Background: an optimization exercise with open tools, aiming at small area. Do not read the settings as production practice.
Function was checked by simulation only, so behaviour that the tests miss may differ from the original.
Power and IR drop assume default switching activity.

// hc11mon_dl
module hc11mon_dl #(
    parameter [15:0] MIN      = 16'h0400,
    parameter [15:0] MAX      = 16'h7DFF,
    parameter [15:0] LF_START = 16'h1000,
    parameter [15:0] LF_MAX   = 16'h7DC0
) (
    input  wire        clk,
    input  wire        rst,
    input  wire        cmd_valid,
    output wire        cmd_ready,
    input  wire [1:0]  cmd_op,
    input  wire [15:0] cmd_start,
    input  wire [15:0] cmd_end,
    input  wire        in_valid,
    output wire        in_ready,
    input  wire [7:0]  in_data,
    input  wire        in_eos,
    output wire        mem_req,
    output wire        mem_we,
    output wire [15:0] mem_addr,
    output wire [7:0]  mem_wdata,
    input  wire        mem_ack,
    input  wire [7:0]  mem_rdata,
    output wire        ev_valid,
    input  wire        ev_ready,
    output wire [2:0]  ev_type,
    output wire [15:0] ev_addr,
    output wire [15:0] ev_data,
    output wire [15:0] ev_line,
    output wire [2:0]  ev_kind,
    output wire        ev_flag,
    output wire [2:0]  ev_len,
    output wire [47:0] ev_raw,
    output wire [2:0]  ev_fam,
    output wire [3:0]  ev_sfx,
  ...
Size: ~760 cells after synthesis, roughly 140 flip-flops, ~200 I/O pins, about 7500 sq um of cells after synthesis.
Settings: LEC_CHECK=0, CAP_MARGIN=20, CORE_MARGIN=2, CORE_UTILIZATION=40, CTS_BUF_LIST=sky130_fd_sc_hd__clkbuf_8, PLACE_DENSITY=0.6, SLEW_MARGIN=20; clock period 10.0 ns.
standard.sh (not shown) runs the stock make flow with config.mk's settings and CLKGATE_MAP_FILE= SYNTH_SCRIPT=/design/flow/synth_recipe.tcl, a recipe that flattens the netlist after the stock synthesis.
==> flow/flow/run.sh <==
#!/bin/bash
# Own layout flow: the standard flow (standard.sh) with two changes.
#  1. Synthesis maps the logic with ABC's default area-oriented script instead of
#     ORFS's delay-oriented one (the 10 ns clock has ample slack). Everything else in
#     the synthesis is synth_recipe.tcl unchanged: same passes, same register mapping,
#     flattening and renaming.
#  2. The port buffers that placement inserts on every input and output are the
#     smallest buffer cell (buf_1).
# Each tool's output goes to the ORFS logs under orfs/logs; make's own output goes to
# flow_make.log.
set -euo pipefail
here=$(pwd)

# synthesis script: synth_recipe.tcl with its "source .../synth.tcl" replaced by a copy
# of synth.tcl whose abc call uses the default script (flow/area_abc.tcl does this)
python3 - "$here" <<'PY'
import sys, re
here = sys.argv[1]
src = open(f"{here}/synth_recipe.tcl").read()
line = "source $::env(SCRIPTS_DIR)/synth.tcl"
assert line in src, "synth_recipe.tcl changed"
src = src.replace(line, f"source {here}/flow/area_abc.tcl")
open(f"{here}/own_synth.tcl", "w").write(src)
std = open(f"{here}/standard.sh").read()
new, n = re.subn(r"SYNTH_SCRIPT=\S*synth_recipe\.tcl", f"SYNTH_SCRIPT={here}/own_synth.tcl", std)
assert n == 1, "standard.sh changed"
open(f"{here}/own_standard.sh", "w").write(new)
PY

export BUFFER_PORTS_ARGS="-buffer_cell sky130_fd_sc_hd__buf_1"
export CTS_ARGS="-repair_clock_nets -dont_use_dummy_load -buf_list sky130_fd_sc_hd__clkbuf_8"
bash "$here/own_standard.sh" > "$here/flow_make.log" 2>&1
==> flow/flow/area_abc.tcl <==
# ORFS synth.tcl, run with one change: the abc call maps with ABC's default script
# (area oriented, no delay target) instead of the script chosen by synth_preamble.tcl.
set f [open $::env(SCRIPTS_DIR)/synth.tcl]
set txt [read $f]
close $f
set old {log_cmd abc {*}$abc_args}
if { [string first $old $txt] < 0 } { error "abc call not found in synth.tcl" }
set new {log_cmd abc {*}$lib_args {*}$lib_dont_use_args}
uplevel #0 [string map [list $old $new] $txt]
Next try:
--- a/flow/flow/run.sh
+++ b/flow/flow/run.sh
@@ -31 +30,0 @@
-export CTS_ARGS="-repair_clock_nets -dont_use_dummy_load -buf_list sky130_fd_sc_hd__clkbuf_8"
Outcome:
- total power goes up by 7.3%
- clock-buffer cell count goes up by 2
- critical path depth stays the same
- global-route usage barely changes
- clock power goes up by 54%
- wire length goes up by 0.37%
- first-iteration DRC count goes up by 6.6%

[what the ideal ports hide]
No port has a modelled driver above. Below, the same layouts with a new extraction and two added sets of constraints. Step 1 sets driving cells, clkbuf_16 on the clock port and buf_2 on the other inputs (assumed; they add their load-dependent delay and slew). Step 2 also shifts input and output timing later by t, the mid clock arrival at the registers, as if the neighbouring blocks saw the same clock. Slacks: ideal / step 1 / step 2; pairs: ideal / step 1.
| run | t (ns) | setup slack, ns | hold slack, ns | cell pins on the clock port's net |
|---|---|---|---|---|
| the first run | 0.480 | 4.912 / 4.912 / 4.912 | 0.436 / 0.436 / 0.436 | 1 |
| the second run | 0.481 | 4.898 / 4.898 / 4.898 | 0.450 / 0.450 / 0.450 | 1 |
After both steps setup and hold are still met in every run listed.
